What follows belongs to an exercise in optimizing a design on an open flow for small area; a production flow would make more cautious choices.
For this run, only the layout was checked, not whether the RTL still works.
Power figures rest on the tool's default switching activity, not on a simulated workload.

==> flow/design.v <==
module swqd_sync (
    input  wire clk,
    input  wire rst,
    input  wire d,
    output wire q
);
    reg s1, s2;
    always @(posedge clk) begin
        if (rst) begin
            s1 <= 1'b0;
            s2 <= 1'b0;
        end else begin
            s1 <= d;
            s2 <= s1;
        end
    end
    assign q = s2;
endmodule
module swqd_tpd #(
    parameter T_START_LOW   = 3000,
    parameter T_RELEASE     = 30,
    parameter ACK_BUDGET    = 100,
    parameter BIT_BUDGET    = 100,
    parameter SAMPLE_OFFSET = 40
) (
    input  wire        clk,
    input  wire        rst,
    input  wire        us_tick,
    input  wire        start,          
    input  wire        line,           
    output wire        busy,
    output wire        drive_low,
    output reg  [5:0]  bitcnt,
    output reg         done,
    output reg  [2:0]  result,
    output reg  [2:0]  stage,
    output reg  [15:0] frame_hum,
    output reg  [15:0] frame_temp,
    output reg  [7:0]  frame_rx_csum,
    output reg  [7:0]  frame_calc_csum,
    output reg  [15:0] temp_signed
);
    localparam [3:0] IDLE      = 4'd0,
                     START_LOW = 4'd1,
                     RELEASE   = 4'd2,
                     ACK1      = 4'd3,
                     ACK2      = 4'd4,
                     ACK3      = 4'd5,
                     BIT_RISE  = 4'd6,
                     BIT_DELAY = 4'd7,
                     BIT_FALL  = 4'd8;
    localparam [2:0] RES_NONE     = 3'd0,
                     RES_OK       = 3'd1,
                     RES_ACK_TO   = 3'd2,
                     RES_BIT_TO   = 3'd3,
                     RES_CSUM_BAD = 3'd4;
    localparam [2:0] STG_NONE     = 3'd0,
                     STG_ACK1     = 3'd1,
                     STG_ACK2     = 3'd2,
                     STG_ACK3     = 3'd3,
                     STG_BIT_RISE = 3'd4,
                     STG_BIT_FALL = 3'd5;
    reg [3:0]  state;
    reg [15:0] cnt;
    reg [39:0] shreg;
    assign busy      = (state != IDLE);
    assign drive_low = (state == START_LOW);
    wire [7:0]  b0 = shreg[39:32];
    wire [7:0]  b1 = shreg[31:24];
    wire [7:0]  b2 = shreg[23:16];
    wire [7:0]  b3 = shreg[15:8];
    wire [7:0]  b4 = shreg[7:0];
    wire [9:0]  sum   = b0 + b1 + b2 + b3;
    wire [7:0]  calc  = sum[7:0];
    wire        valid = (calc == b4);
    wire [15:0] magnitude   = {1'b0, b2[6:0], b3};
    wire [15:0] temp_tenths = b2[7] ? (16'd0 - magnitude) : magnitude;
    always @(posedge clk) begin
        if (rst) begin
            state           <= IDLE;
            cnt             <= 16'd0;
            shreg           <= 40'd0;
            bitcnt          <= 6'd0;
            done            <= 1'b0;
            result          <= RES_NONE;
            stage           <= STG_NONE;
            frame_hum       <= 16'd0;
            frame_temp      <= 16'd0;
            frame_rx_csum   <= 8'd0;
            frame_calc_csum <= 8'd0;
            temp_signed     <= 16'd0;
        end else if (start && state == IDLE) begin
            state           <= START_LOW;
            cnt             <= 16'd0;
            shreg           <= 40'd0;
            bitcnt          <= 6'd0;
            done            <= 1'b0;
            result          <= RES_NONE;
            stage           <= STG_NONE;
            frame_hum       <= 16'd0;
            frame_temp      <= 16'd0;
            frame_rx_csum   <= 8'd0;
            frame_calc_csum <= 8'd0;
            temp_signed     <= 16'd0;
        end else if (us_tick) begin
            case (state)
                START_LOW: begin
                    if (cnt == T_START_LOW - 1) begin
                        state <= RELEASE;
                        cnt   <= 16'd0;
                    end else begin
                        cnt <= cnt + 16'd1;
                    end
                end
                RELEASE: begin
                    if (cnt == T_RELEASE - 1) begin
                        state <= ACK1;
                        cnt   <= 16'd0;
                    end else begin
                        cnt <= cnt + 16'd1;
                    end
                end
                ACK1: begin
                    if (!line) begin
                        state <= ACK2;
                        cnt   <= 16'd0;
                    end else if (cnt == ACK_BUDGET) begin
                        state  <= IDLE;
                        cnt    <= 16'd0;
                        done   <= 1'b1;
                        result <= RES_ACK_TO;
                        stage  <= STG_ACK1;
                    end else begin
                        cnt <= cnt + 16'd1;
                    end
                end
                ACK2: begin
                    if (line) begin
                        state <= ACK3;
                        cnt   <= 16'd0;
                    end else if (cnt == ACK_BUDGET) begin
                        state  <= IDLE;
                        cnt    <= 16'd0;
                        done   <= 1'b1;
                        result <= RES_ACK_TO;
                        stage  <= STG_ACK2;
                    end else begin
                        cnt <= cnt + 16'd1;
                    end
                end
                ACK3: begin
                    if (!line) begin
                        state <= BIT_RISE;
                        cnt   <= 16'd0;
                    end else if (cnt == ACK_BUDGET) begin
                        state  <= IDLE;
                        cnt    <= 16'd0;
                        done   <= 1'b1;
                        result <= RES_ACK_TO;
                        stage  <= STG_ACK3;
                    end else begin
                        cnt <= cnt + 16'd1;
                    end
                end
                BIT_RISE: begin
                    if (line) begin
                        state <= BIT_DELAY;
                        cnt   <= 16'd0;
                    end else if (cnt == BIT_BUDGET) begin
                        state  <= IDLE;
                        cnt    <= 16'd0;
                        done   <= 1'b1;
                        result <= RES_BIT_TO;
                        stage  <= STG_BIT_RISE;
                    end else begin
                        cnt <= cnt + 16'd1;
                    end
                end
                BIT_DELAY: begin
                    if (cnt == SAMPLE_OFFSET - 1) begin
                        shreg  <= {shreg[38:0], line};
                        bitcnt <= bitcnt + 6'd1;
                        state  <= BIT_FALL;
                        cnt    <= 16'd0;
                    end else begin
                        cnt <= cnt + 16'd1;
                    end
                end
                BIT_FALL: begin
                    if (!line) begin
                        cnt <= 16'd0;
                        if (bitcnt == 6'd40) begin
                            state           <= IDLE;
                            done            <= 1'b1;
                            stage           <= STG_NONE;
                            frame_hum       <= {b0, b1};
                            frame_temp      <= {b2, b3};
                            frame_rx_csum   <= b4;
                            frame_calc_csum <= calc;
                            if (valid) begin
                                temp_signed <= temp_tenths;
                                result      <= RES_OK;
                            end else begin
                                result      <= RES_CSUM_BAD;
                            end
                        end else begin
                            state <= BIT_RISE;
                        end
                    end else if (cnt == BIT_BUDGET) begin
                        state  <= IDLE;
                        cnt    <= 16'd0;
                        done   <= 1'b1;
                        result <= RES_BIT_TO;
                        stage  <= STG_BIT_FALL;
                    end else begin
                        cnt <= cnt + 16'd1;
                    end
                end
                default: ;  
            endcase
        end
    end
endmodule
module swqd_qd #(
    parameter [7:0] MAX = 8'd2
) (
    input  wire       clk,
    input  wire       rst,
    input  wire       qd_tick,
    input  wire [3:0] pins,           
    input  wire       consume,        
    output reg  [3:0] snap,
    output reg        primed,
    output reg  [1:0] last_rot,
    output reg        last_edge,
    output reg  [7:0] menu_index,
    output reg        menu_pending
);
    wire a_rise  = primed && !snap[0] && pins[0];
    wire rot_pos = a_rise &&  pins[1];
    wire rot_neg = a_rise && !pins[1];
    wire btn_edge = primed && !snap[2] && pins[2];
    always @(posedge clk) begin
        if (rst) begin
            snap         <= 4'd0;
            primed       <= 1'b0;
            last_rot     <= 2'b00;
            last_edge    <= 1'b0;
            menu_index   <= 8'd0;
            menu_pending <= 1'b0;
        end else begin
            if (qd_tick) begin
                snap      <= pins;
                primed    <= 1'b1;
                last_rot  <= rot_pos ? 2'b01 : (rot_neg ? 2'b11 : 2'b00);
                last_edge <= btn_edge;
                if (rot_pos && menu_index < MAX)
                    menu_index <= menu_index + 8'd1;
                else if (rot_neg && menu_index > 8'd0)
                    menu_index <= menu_index - 8'd1;
            end
            if (qd_tick && btn_edge)
                menu_pending <= 1'b1;
            else if (consume)
                menu_pending <= 1'b0;
        end
    end
endmodule
module swqd (
    input  wire        clk,
    input  wire        rst,
    input  wire        us_tick,
    input  wire        qd_tick,
    input  wire        dq_in,
    output wire        dq_drive_low,
    input  wire        enc_a,
    input  wire        enc_b,
    input  wire        enc_btn,
    input  wire        enc_sw,
    input  wire        bus_sel,
    input  wire        bus_we,
    input  wire [3:0]  bus_addr,
    input  wire [15:0] bus_wdata,
    output reg  [15:0] bus_rdata
);
    localparam [3:0] A_CTRL         = 4'h0,
                     A_TPD_STATUS   = 4'h1,
                     A_FRAME_HUM    = 4'h2,
                     A_FRAME_TEMP   = 4'h3,
                     A_FRAME_CSUM   = 4'h4,
                     A_TEMP_SIGNED  = 4'h5,
                     A_QD_STATUS    = 4'h6,
                     A_MENU_STATE   = 4'h7,
                     A_MENU_CONSUME = 4'h8;
    wire       line;
    wire [3:0] pins;
    swqd_sync u_sync_dq  (.clk(clk), .rst(rst), .d(dq_in),   .q(line));
    swqd_sync u_sync_a   (.clk(clk), .rst(rst), .d(enc_a),   .q(pins[0]));
    swqd_sync u_sync_b   (.clk(clk), .rst(rst), .d(enc_b),   .q(pins[1]));
    swqd_sync u_sync_btn (.clk(clk), .rst(rst), .d(enc_btn), .q(pins[2]));
    swqd_sync u_sync_sw  (.clk(clk), .rst(rst), .d(enc_sw),  .q(pins[3]));
    wire host_rd = bus_sel && !bus_we;
    wire host_wr = bus_sel &&  bus_we;
    wire start   = host_wr && (bus_addr == A_CTRL) && bus_wdata[0];
    wire consume = host_rd && (bus_addr == A_MENU_CONSUME);
    wire        tpd_busy;
    wire [5:0]  tpd_bitcnt;
    wire        tpd_done;
    wire [2:0]  tpd_result;
    wire [2:0]  tpd_stage;
    wire [15:0] frame_hum;
    wire [15:0] frame_temp;
    wire [7:0]  frame_rx_csum;
    wire [7:0]  frame_calc_csum;
    wire [15:0] temp_signed;
    swqd_tpd u_tpd (
        .clk             (clk),
        .rst             (rst),
        .us_tick         (us_tick),
        .start           (start),
        .line            (line),
        .busy            (tpd_busy),
        .drive_low       (dq_drive_low),
        .bitcnt          (tpd_bitcnt),
        .done            (tpd_done),
        .result          (tpd_result),
        .stage           (tpd_stage),
        .frame_hum       (frame_hum),
        .frame_temp      (frame_temp),
        .frame_rx_csum   (frame_rx_csum),
        .frame_calc_csum (frame_calc_csum),
        .temp_signed     (temp_signed)
    );
    wire [3:0] qd_snap;
    wire       qd_primed;
    wire [1:0] qd_last_rot;
    wire       qd_last_edge;
    wire [7:0] menu_index;
    wire       menu_pending;
    swqd_qd u_qd (
        .clk          (clk),
        .rst          (rst),
        .qd_tick      (qd_tick),
        .pins         (pins),
        .consume      (consume),
        .snap         (qd_snap),
        .primed       (qd_primed),
        .last_rot     (qd_last_rot),
        .last_edge    (qd_last_edge),
        .menu_index   (menu_index),
        .menu_pending (menu_pending)
    );
    always @(*) begin
        bus_rdata = 16'h0000;
        if (host_rd && !rst) begin
            case (bus_addr)
                A_TPD_STATUS:   bus_rdata = {2'b00, tpd_bitcnt, tpd_stage, tpd_result, tpd_done, tpd_busy};
                A_FRAME_HUM:    bus_rdata = frame_hum;
                A_FRAME_TEMP:   bus_rdata = frame_temp;
                A_FRAME_CSUM:   bus_rdata = {frame_calc_csum, frame_rx_csum};
                A_TEMP_SIGNED:  bus_rdata = temp_signed;
                A_QD_STATUS:    bus_rdata = {8'h00, qd_last_edge, qd_last_rot, qd_primed, qd_snap};
                A_MENU_STATE,
                A_MENU_CONSUME: bus_rdata = {7'b0, menu_pending, menu_index};
                default:        bus_rdata = 16'h0000;
            endcase
        end
    end
endmodule
==> flow/run.sh <==
#!/bin/bash
# synth_recipe.tcl (not shown) runs the flow's synth.tcl, then flattens the netlist and writes it again
# the make line also repeats each setting of config.mk as NAME=value (left out here)
make -C /OpenROAD-flow-scripts/flow DESIGN_CONFIG=/design/flow/config.mk WORK_HOME=/design/flow/orfs CLKGATE_MAP_FILE= SYNTH_SCRIPT=/design/flow/synth_recipe.tcl finish
==> flow/config.mk <==
export PLATFORM = sky130hd
export DESIGN_NAME = swqd
export DESIGN_NICKNAME = swqd
export VERILOG_FILES = /design/flow/design.v
export SDC_FILE = /design/flow/constraint.sdc
export NUM_CORES = 4
export LEC_CHECK = 0
export CAP_MARGIN = 20
export CORE_MARGIN = 2
export CORE_UTILIZATION = 40
export PLACE_DENSITY = 0.6
export SLEW_MARGIN = 20
==> flow/constraint.sdc <==
create_clock -name core_clock -period 10.0 [get_ports {clk}]
set_input_delay 2.0000 -clock core_clock [delete_from_list [all_inputs] [get_ports {clk}]]
set_output_delay 2.0000 -clock core_clock [all_outputs]
set_load 0.01 [all_outputs]
==> flow_summary.yaml <==
outcome:
  outcome: "complete, no violations"
min_path:
  hold_start: "u_sync_dq.s1"
  whs_path_depth: 1
  hold_class: "reg2reg"
  hold_end: "u_sync_dq.s2"
critical_path:
  cp_data_required_time_ns: 8.00
  crit_path_start_kind: "input pin"
  path_max_fanout: 16
  crit_slowest_cell: "or4b_2"
  critPathCaptureType: "output pin"
  reg2reg_to: "u_tpd.temp_signed[0]"
  slowest_delay_ns: 0.92
  reg2regPathDepth: 10
  crit_family: "simple AND/OR/NAND/NOR gates"
  ff2ff_setup_slack_ns: 5.76
  crit_buf_inv: 2
  crit_chain: "clkdlybuf4s50_1 -> nor3_1 -> xor2_1 -> or4b_2 -> a31oi_1 -> clkdlybuf4s50_1"
  r2r_start: "u_tpd.shreg[17]"
  cp_data_arrival_time_ns: 5.15
  crit_type: "in2out"
  crit_path_frequent_cell: "clkdlybuf4s50_1"
timing:
  worst_pin_slew_ns: 1.07
  max_freq_mhz: 140
  whs_ns: 0.434
  rsz0062_at_grt: "false"
  setup_viol: 0
  clock_skew_ns: 0.0116
  layout_setup_ws_ns: 2.85
  finalCriticalPeriod_ns: 7.15
  slew_headroom_pct: 28.8
  tns_ns: 0
  hold_violations: 0
  slew_viol_final: 0
  fin_crit_sh_pct: 71.5
routing:
  dr.pass1.iters: 5
  vias: 7269
  routed_via_density: 5.50
  drtAntennaViolNets: 0
  routed_wl_um: 22800
  drt_iter0_drc: 586
  wire_per_inst_um: 17.2
  remaining_drc_errors: 0
clock_network:
  cts_buffer_depth: 2
  cts_inserted_buffers: 17
  hold_buffers: 0
  post_cts_resized: 0
  cts_sinks: 164
  post_cts_buffers: 0
  clock_latency_ns: 0.43
  htree_levels: 4
  clk_pin_slew_ns: 0.06
  root_buffer: "clkbuf_16"
  cts_tree: "built"
final_layout:
  instances_no_fill: 1322
  n_antenna_cell: 0
  drive_gt1_share_pct: 7.45
  final_nets: 1099
  final_area_mm2: 0.00969
  area_growth_pct: 12.5
  utilization_pct: 45.9
synth:
  yosysTopAreaCellShare_pct: 38.1
  syn_nets: 1109
  synthFlopType: "dfxtp_1"
  synth_cells: 1044
  synth_mux_area_share_pct: 3.02
  yosysUniqueCellTypes: 83
  ys_seq_area_share_pct: 38.1
  yosysWarnings: 4
  netlist_area_mm2: 0.00861
  synth_area_leaders: "dfxtp_1 (38%), nand2_1 (11%), a21oi_1 (7.0%)"
  avgSynthCellArea_um2: 8.25
  synth_edf_count: 0
  synthXorXnorAreaFrac_pct: 6.15
  yosys.area_share.adder_pct: 6.25
  ys_async_sr_fraction_pct: 0
  synth-simple-area-share_pct: 23.6
  synth_top_family_by_area: "simple AND/OR/NAND/NOR gates"
  yosysTopAreaCell: "dfxtp_1"
  synth_compound_area_share_pct: 17.7
  ys_ff_latch: 164
global_routing:
  antenna_found_initial: 0
  grt_pass1_wl_um: 36600
  grt_max_degree: 100
  grt_pass1_vias: 6747
  grt_util_all_layers_pct: 20.7
  grt_overflow_total: 0
placed_design:
  gp_congestion: 0.793
  post-dp-hpwl_um: 15200
  placedCellCount: 1290
  port_buffers: 32
  dp_slack_ns: 2.85
  place_area_mm2: 0.00907
floorplan:
  ioPinCount: 48
  core-area_mm2: 0.0211
  die_area_mm2: 0.0227
  num_rows: 53
  dieHeight_um: 151
  dieWidth_um: 151
  start_util_pct: 40.8
pwr:
  power.density_mw_per_mm2: 144
  p_leak_nw: 3.38
  peakVddDrop_mv: 0.0806
  total_power_mw: 1.39
job:
  maxCapViolations: 0
[layout make-up]
cell class                 instances  area [um2]
clock inverter                    13         170
multi-input combinational        789        4960
tap                              275         344
sequential                       164        3280
timing repair buffer              40         400
fill                            2117       11400
inverter                          22        82.6
clock buffer                      19         453
[placed cells by master, fill, tap and decap left out, types with 17 or more instances in the layout]
| cell | instances |
|---|---|
| nand2_1 | 255 |
| dfxtp_1 | 164 |
| a21oi_1 | 120 |
| nor2_1 | 52 |
| xnor2_1 | 36 |
| clkdlybuf4s50_1 | 32 |
| mux2i_1 | 26 |
| a22oi_1 | 24 |
| inv_1 | 22 |
| ha_1 | 19 |
| a31oi_1 | 18 |
| o21ai_0 | 18 |
| clkbuf_16 | 17 |
[sequential cells by signal (all words and copies together), names as in the netlist, 2 cells and up]
name / cells
u_qd.last_rot: 2
u_tpd.bitcnt: 6
u_tpd.state: 4
u_tpd.cnt: 16
u_tpd.result: 3
u_tpd.frame_calc_csum: 8
u_qd.snap: 4
u_tpd.shreg: 40
u_qd.menu_index: 8
u_tpd.frame_temp: 16
u_tpd.stage: 3
u_tpd.frame_hum: 16
u_tpd.temp_signed: 16
u_tpd.frame_rx_csum: 8
[synthesized netlist by cell type, types with 4 or more instances]
library cell and count:
clkbuf_8 5, xor2_1 14, nor4_1 7, a22o_1 9
a22oi_1 24, a21oi_1 120, nand2b_1 9, fa_1 15
mux2i_1 26, buf_2 16, o21bai_1 4, a31oi_1 19
nor2_1 54, a211oi_1 4, nand4b_1 7, xnor2_1 36
nand3_1 15, a221oi_1 8, clkbuf_1 39, buf_1 4
dfxtp_1 164, inv_1 22, and3_1 5, o21ai_0 18
nor3_1 18, ha_1 19, nand4_1 15, o31ai_1 8
nand2_1 255, nor2b_1 12
[cells by family (layout without fill, tap and decap cells)]
| kind of cell | after synthesis | count (layout) |
|---|---|---|
| simple gates | 433 | 433 |
| xor+xnor | 54 | 54 |
| buf+inv | 91 | 94 |
| mux | 26 | 26 |
| flops | 164 | 164 |
| fa+ha+maj | 34 | 34 |
| compound gates | 242 | 242 |
[layer usage]
layer  routed length (um)  global-route usage (%)  up-vias
li1                     -                       -     3610
met1                10800                    28.8     3484
met2                10800                    33.5      144
met3                  886                    3.24       31
met4                  348                    5.84        0
met5                    0                       0        -
[worst max path at each step]
stage          cells after the start             to   startpoint  slack (ns)
2_1_floorplan                      6  bus_rdata[10]  bus_addr[0]        4.29
3_3_place_gp                       6  bus_rdata[14]  bus_addr[2]        2.86
3_5_place_dp                       6   bus_rdata[1]  bus_addr[2]        2.85
4_1_cts                            6   bus_rdata[1]  bus_addr[2]        2.83
5_1_grt                            6   bus_rdata[1]  bus_addr[2]        2.69
6_report                           6   bus_rdata[1]  bus_addr[2]        2.85
[power breakdown]
group	internal, mW	leakage (nW)	switching [mW]
Clock	0.410	0.297	0.284
Combinational	0.0126	1.76	0.0263
Sequential	0.656	1.32	0.00329
Total	1.08	3.38	0.313

static timing again, ports no longer ideal:
The flow's constraints put no driver on any port. The routed layout listed below was extracted and timed again, unchanged, in two steps.
Step 1 sets driving cells, clkbuf_16 on the clock port and buf_2 on the other inputs (assumed; they add their load-dependent delay and slew).
Step 2 moves the port delays by t, midway between the first and last clock arrival at a register: inputs arrive t later, outputs are due t later. That takes back most of the time a late clock gives input paths.
a / b / c = ideal / step 1 / step 2; a / b = the first two.
shift t [ns]: 0.472
slack for setup (ns): 2.846 / 2.823 / 2.823
hold slack, ns: 0.434 / 0.434 / 0.434
slew at the worst register clock pin (ns): 0.07 / 0.07
cell pins on the clock port's net: 1
After both steps this run still meets setup and hold. The setup slack of this run moves by -0.023 ns with the drivers and by -0.023 ns with both steps.
